What follows belongs to an exercise in optimizing a design on an open flow for a short achievable clock period and few clock cycles; a production flow would make more cautious choices. In this exercise RTL edits were held to simulation tests only and were not proved equivalent to the original. No activity file was given, so power comes from the tool's default toggle rates.

**run.sh**
```bash
#!/bin/bash
# synth_recipe.tcl (not shown) runs the flow's synth.tcl, then flattens the netlist and writes it again
# the make line also repeats each setting of config.mk as NAME=value (left out here)
make -C /OpenROAD-flow-scripts/flow DESIGN_CONFIG=/design/flow/config.mk WORK_HOME=/design/flow/orfs CLKGATE_MAP_FILE= SYNTH_SCRIPT=/design/flow/synth_recipe.tcl finish
```
**design.v**
```verilog
module tsb_report_engine (
    input  wire       clk,
    input  wire       rst_n,        
    input  wire       fin_valid,
    output wire       fin_ready,
    input  wire [7:0] fin_data,
    input  wire       fin_req,      
    input  wire       fin_err,      
    output wire       out_valid,
    input  wire       out_ready,
    output wire [7:0] out_data,
    output wire       out_last
);
    localparam [7:0]  REPORT_ID = 8'd1;
    localparam [15:0] SCAN_STEP = 16'd125;
    localparam        FRAME_LEN = 41;    
    localparam        REPORT_LEN = 34;
    localparam [1:0] OUT_FRAME_OK  = 2'd0;
    localparam [1:0] OUT_NOT_READY = 2'd1;
    localparam [1:0] OUT_CORRUPT   = 2'd2;
    localparam [1:0] OUT_BUSFAIL   = 2'd3;
    localparam [2:0] S_HEAD   = 3'd0;    
    localparam [2:0] S_BODY   = 3'd1;    
    localparam [2:0] S_DECODE = 3'd2;    
    localparam [2:0] S_BUILD  = 3'd3;    
    localparam [2:0] S_SEND   = 3'd4;    
    reg  [2:0]  state;
    reg  [7:0]  frame [0:FRAME_LEN-1];
    reg  [5:0]  body_len;       
    reg  [5:0]  body_cnt;       
    reg  [1:0]  outcome;
    reg  [2:0]  touch_num;      
    reg         req_q;
    reg  [15:0] scan_time;
    reg         slot_tip [0:4];
    reg  [15:0] slot_x   [0:4];
    reg  [15:0] slot_y   [0:4];
    reg  [15:0] slot_w   [0:4];
    reg  [2:0]  dropped;
    reg         reported;
    reg  [7:0]  report [0:REPORT_LEN-1];
    reg  [5:0]  out_idx;        
    integer i, s;
    wire [3:0] hdr_count = fin_data[3:0];
    wire       hdr_rdy   = fin_data[7];
    reg  [1:0] hdr_outcome;
    always @(*) begin
        if (fin_err)
            hdr_outcome = OUT_BUSFAIL;
        else if (!hdr_rdy)
            hdr_outcome = OUT_NOT_READY;
        else if (hdr_count > 4'd5)
            hdr_outcome = OUT_CORRUPT;
        else
            hdr_outcome = OUT_FRAME_OK;
    end
    reg        dec_tip [0:4];
    reg [15:0] dec_x   [0:4];
    reg [15:0] dec_y   [0:4];
    reg [15:0] dec_w   [0:4];
    reg [2:0]  dec_dropped;
    reg [3:0]  rec_id;
    always @(*) begin
        for (s = 0; s < 5; s = s + 1) begin
            dec_tip[s] = 1'b0;
            dec_x[s]   = 16'd0;
            dec_y[s]   = 16'd0;
            dec_w[s]   = 16'd0;
        end
        dec_dropped = 3'd0;
        rec_id = 4'd0;
        for (i = 0; i < 5; i = i + 1) begin
            if (i < touch_num) begin
                rec_id = frame[1 + 8*i][3:0];
                if (rec_id >= 4'd5) begin
                    dec_dropped = dec_dropped + 3'd1;
                end else begin
                    for (s = 0; s < 5; s = s + 1) begin
                        if (rec_id == s) begin
                            dec_tip[s] = 1'b1;
                            dec_x[s]   = {frame[3 + 8*i], frame[2 + 8*i]};
                            dec_y[s]   = {frame[5 + 8*i], frame[4 + 8*i]};
                            dec_w[s]   = {frame[7 + 8*i], frame[6 + 8*i]};
                        end
                    end
                end
            end
        end
    end
    always @(posedge clk) begin
        if (!rst_n) begin
            state     <= S_HEAD;
            scan_time <= 16'd0;
            body_cnt  <= 6'd0;
            out_idx   <= 6'd0;
        end else begin
            case (state)
            S_HEAD: if (fin_valid) begin
                for (i = 1; i < FRAME_LEN; i = i + 1)
                    frame[i] <= 8'd0;
                frame[0]  <= fin_data;
                req_q     <= fin_req;
                outcome   <= hdr_outcome;
                body_cnt  <= 6'd0;
                if (hdr_outcome == OUT_FRAME_OK) begin
                    touch_num <= hdr_count[2:0];
                    body_len  <= {hdr_count[2:0], 3'b000};
                    state     <= (hdr_count == 4'd0) ? S_DECODE : S_BODY;
                end else begin
                    touch_num <= 3'd0;
                    body_len  <= 6'd0;
                    state     <= S_DECODE;
                end
            end
            S_BODY: if (fin_valid) begin
                frame[body_cnt + 6'd1] <= fin_data;
                body_cnt <= body_cnt + 6'd1;
                if (body_cnt + 6'd1 == body_len)
                    state <= S_DECODE;
            end
            S_DECODE: begin
                scan_time <= scan_time + SCAN_STEP;
                reported  <= req_q && (outcome != OUT_CORRUPT);
                if (req_q && (outcome != OUT_CORRUPT)) begin
                    for (s = 0; s < 5; s = s + 1) begin
                        slot_tip[s] <= dec_tip[s];
                        slot_x[s]   <= dec_x[s];
                        slot_y[s]   <= dec_y[s];
                        slot_w[s]   <= dec_w[s];
                    end
                    dropped <= dec_dropped;
                end
                state <= S_BUILD;
            end
            S_BUILD: begin
                report[0] <= REPORT_ID;
                report[1] <= scan_time[7:0];
                report[2] <= scan_time[15:8];
                report[3] <= {5'd0, touch_num};
                for (s = 0; s < 5; s = s + 1) begin
                    report[4 + 6*s] <= s;
                    report[5 + 6*s] <= {7'd0, slot_tip[s]};
                    report[6 + 6*s] <= slot_x[s][7:0];
                    report[7 + 6*s] <= slot_x[s][15:8];
                    report[8 + 6*s] <= slot_y[s][7:0];
                    report[9 + 6*s] <= slot_y[s][15:8];
                end
                out_idx <= 6'd0;
                state   <= S_SEND;
            end
            S_SEND: if (out_ready) begin
                if (out_last) begin
                    out_idx <= 6'd0;
                    state   <= S_HEAD;
                end else begin
                    out_idx <= out_idx + 6'd1;
                end
            end
            default: state <= S_HEAD;
            endcase
        end
    end
    wire [7:0] status_byte = {2'b00, (reported ? dropped : 3'd0), reported, outcome};
    assign fin_ready = (state == S_HEAD) || (state == S_BODY);
    assign out_valid = (state == S_SEND);
    assign out_data  = (out_idx == 6'd0) ? status_byte : report[out_idx - 6'd1];
    assign out_last  = reported ? (out_idx == REPORT_LEN) : (out_idx == 6'd0);
endmodule
```
**config.mk**
```make
export PLATFORM = sky130hd
export DESIGN_NAME = tsb_report_engine
export DESIGN_NICKNAME = tsb_report_engine
export VERILOG_FILES = /design/flow/design.v
export SDC_FILE = /design/flow/constraint.sdc
export NUM_CORES = 4
export LEC_CHECK = 0
export CAP_MARGIN = 20
export CORE_MARGIN = 2
export CORE_UTILIZATION = 40
export SLEW_MARGIN = 20
```
**constraint.sdc**
```tcl
create_clock -name core_clock -period 7.5 [get_ports {clk}]
set_input_delay 1.5000 -clock core_clock [delete_from_list [all_inputs] [get_ports {clk}]]
set_output_delay 1.5000 -clock core_clock [all_outputs]
set_load 0.01 [all_outputs]
```
==> notes.md <==
cell usage after synthesis (15+ instances only):
| master | number | area share |
|---|---|---|
| inv_1 | 16 | 0.0021 |
| nand3_1 | 34 | 0.0059 |
| a32oi_1 | 32 | 0.0097 |
| nor3_1 | 108 | 0.019 |
| nor2_1 | 267 | 0.035 |
| a21oi_1 | 339 | 0.058 |
| buf_1 | 22 | 0.0028 |
| clkbuf_1 | 196 | 0.025 |
| and2_1 | 205 | 0.044 |
| nand2_1 | 243 | 0.031 |
| mux2i_1 | 31 | 0.011 |
| nand4_1 | 16 | 0.0034 |
| edfxtp_1 | 539 | 0.56 |
| and3_1 | 55 | 0.012 |
| a22oi_1 | 34 | 0.0088 |
| o21ai_0 | 193 | 0.033 |
| a211oi_1 | 152 | 0.039 |
| dfxtp_1 | 31 | 0.021 |
| xnor2_1 | 17 | 0.0051 |
| o22ai_1 | 15 | 0.0032 |
through the flow:
step	setup slack, ns	total power [W]	instance area [sq um]	instances
6_report	0.355	0.00756	32200	3720
5_1_grt	0.0989	0.00779	32200	3720
4_1_cts	0.230	0.00759	32200	3720
3_5_place_dp	0.946	0.00455	30100	3606
3_3_place_gp	0.920	0.00453	30100	3604
2_1_floorplan	0.790	0.00422	29000	2800
state kept, by name (all words and copies together) (netlist names), 5 cells and up:
register   cells
frame        180
report       184
slot_tip       5
out_idx        6
scan_time     16
slot_y        80
body_cnt       6
slot_x        80
cell families after synthesis:
| logic type | count (synthesis) |
|---|---|
| xor+xnor | 29 |
| compound gates | 888 |
| mux | 44 |
| buf+inv | 244 |
| fa+ha+maj | 12 |
| flops | 570 |
| simple gates | 1013 |
layout by cell type, fill, tap and decap left out, types with 22 or more instances in the layout:
master / Yosys / final
a211oi_1: 152 / 152
a21oi_1: 339 / 339
a22oi_1: 34 / 34
a32oi_1: 32 / 32
and2_1: 205 / 200
and3_1: 55 / 52
buf_4: 3 / 56
clkbuf_16: 0 / 61
clkdlybuf4s50_1: 0 / 22
dfxtp_1: 31 / 30
edfxtp_1: 539 / 539
mux2i_1: 31 / 31
nand2_1: 243 / 242
nand3_1: 34 / 30
nor2_1: 267 / 263
nor3_1: 108 / 106
o21ai_0: 193 / 179
cell type report:
class                      instances  area share
timing repair buffer              83      0.0219
multi-input combinational       1986       0.353
clock inverter                    42      0.0138
clock buffer                      72      0.0497
sequential                       570       0.522
tap                              950      0.0369
inverter                          17     0.00198
path summary, 6_finish.rpt:
path | startpoint | end | depth (start not counted)
max | out_idx[0]$_SDFFE_PN0P_ | out_data[3] | 11
min | slot_y[3][1]$_DFFE_PP_ | report[26][1]$_DFFE_PP_ | 0
max reg2reg | body_len[5]$_SDFFCE_PP0P_ | slot_x[4][14]$_DFFE_PP_ | 9
min reg2reg | slot_y[3][1]$_DFFE_PP_ | report[26][1]$_DFFE_PP_ | 0
power by group through the flow:
stage	clock network (W)	logic, W	registers, W
5_1_grt	0.00322	0.000779	0.00379
4_1_cts	0.00310	0.000714	0.00377
6_report	0.00305	0.000730	0.00378
3_5_place_dp	0	0.000711	0.00384
3_3_place_gp	0	0.000702	0.00383
2_1_floorplan	0	0.000434	0.00378
routing by layer:
layer  up-vias  share of wire  track usage
li1      10300              -            -
met1     10900           0.43        0.400
met2      1460           0.43        0.403
met3       194          0.096       0.0449
met4         0          0.039       0.0963
met5         -              0            0
==> flow_summary.yaml <==
worst_setup_path:
  worst_ep_arrival_time_ns: 5.65
  required_ns: 6.00
  cp_slowest_cell: "a2111oi_0"
  max_stage_delay_ns: 0.65
  path_max_fanout: 31
  rrSetupSlack_ns: 3.21
  path_class: "reg2out"
  end_kind: "primary output"
  cpLargestDelayFamily: "simple AND/OR/NAND/NOR gates"
  path_cells: "inv_1 -> ha_2 -> or3b_2 -> nor3_1 -> or3_1 -> and3_1 -> o22a_1 -> nor3_4 -> a2111oi_0 -> a21oi_1 -> clkdlybuf4s50_1"
  cp.buffers_inverters: 2
  cp-start-kind: "flop"
sta:
  tns_ns: 0
  max_clock_freq_mhz: 140
  setup_viol: 0
  finalCriticalPeriod_ns: 7.15
  max_slew.worst_pin.slew_ns: 1.10
  grt_setup_unrepaired: "no"
  hold_viol: 0
  maxSlewViolCount: 0
  relSlewSlack: 0.259
  skew_ns: 0.0385
  finalCritPeriodShare: 0.953
  fin_worst_hold_slack_ns: 0.413
pwr:
  ir_worst_vdd_uv: 172
  p_leak_nw: 10.5
  pwr-share-seq: 0.500
  combPwrFrac: 0.097
  p_int_w: 0.00560
  netSwitchingPower_w: 0.00196
  power_density_mw_per_mm2: 235
  sw_frac_of_total: 0.259
  power_frac_clock: 0.404
floorplanning:
  die_w_um: 273
  die_y_um: 273
  die-area_sq_mm: 0.0747
  core_area_sq_mm: 0.0716
  initial_utilization: 0.405
  num_rows: 98
  io_pins: 25
placement:
  portBuffers: 24
  place_hpwl_um: 71400
  gp_congestion: 0.966
synthesis:
  seq_area_frac_synth: 0.579
  post_synth_num_cell_types: 75
  synth-main-ff-cell: "edfxtp_1"
  synth_adder_area_share: 0.00517
  yosys.area_share.simple: 0.171
  ys_async_sr_fraction: 0
  syn-num-nets: 2826
  synth_edf_count: 539
  ys_warn_count: 10
  synthXorXnorAreaFrac: 0.00875
  synth_top_family_by_area: "compound AO/OA/AOI/OAI gates"
  syn_area_per_cell_sq_um: 10.4
  synth-compound-area-share: 0.189
  syn_inst: 2800
  yosys_register_bits: 570
  synth.area.mux_share: 0.0157
  synth_area_sq_mm: 0.0290
route:
  wirelength_um: 103000
  antenna_left: 0
  via_per_inst: 6.16
  drc: 0
  drt_iter0_markers: 3665
  vias: 22900
  drt_first_pass_iters: 7
  routedWlPerCell_um: 27.7
finish:
  nets: 2745
  regArea_sq_mm: 0.0168
  final_util: 0.449
  area_delta_synth_final_pct: 10.8
  layout-drive-gt1-share: 0.0791
  fill_cells: 6619
  multiInputGateArea_sq_mm: 0.0114
  antennaDiodeCount: 0
global_routing:
  antenna_found_initial: 3
  grt_max_degree: 169
  gr-usage-all-layers: 0.271
  grt_overflow: 0
  grt_pass1_vias: 20600
  grt_pass1_wl_um: 147000
clock_tree:
  cts.repair.resized: 0
  root_buffer: "clkbuf_16"
  ctsHtreeMaxLevel: 2
  postCtsHoldBufs: 0
  post_cts_buffers: 0
  insertion_delay_ns: 0.66
  clk_pin_slew_ns: 0.06
  cts_tree: "done"
  clockBufferDepth: 3
  cts_made_buffers: 61
  numClockSinks: 570
min_path:
  hold_class: "reg2reg"
flow_run:
  cap_viol_max_count: 0
run_status:
  outcome: "timing/DRC/antenna clean"
Testbench counts, summed over its fixed seeds: cycles 224,214.

==> port drivers added, routing unchanged <==
The results above use ideal ports. As a check the final layout listed here was re-extracted and re-timed, cells and wires unchanged. Step 1 assumes that a clkbuf_16 drives the clock port and a buf_2 every other input. Step 2 moves the port delays by t, midway between the first and last clock arrival at a register: inputs arrive t later, outputs are due t later. That takes back most of the time a late clock gives input paths. a / b / c = ideal ports / drivers / drivers and shift; a / b = the first two.
t (ns): 0.703
slack for setup (ns): 0.355 / 0.290 / 0.993
worst data-port slew with drivers (ns): 0.04
After both steps this run still meets setup and hold. For this run, drivers alone change the setup slack by -0.065 ns; drivers and shift together by +0.638 ns.
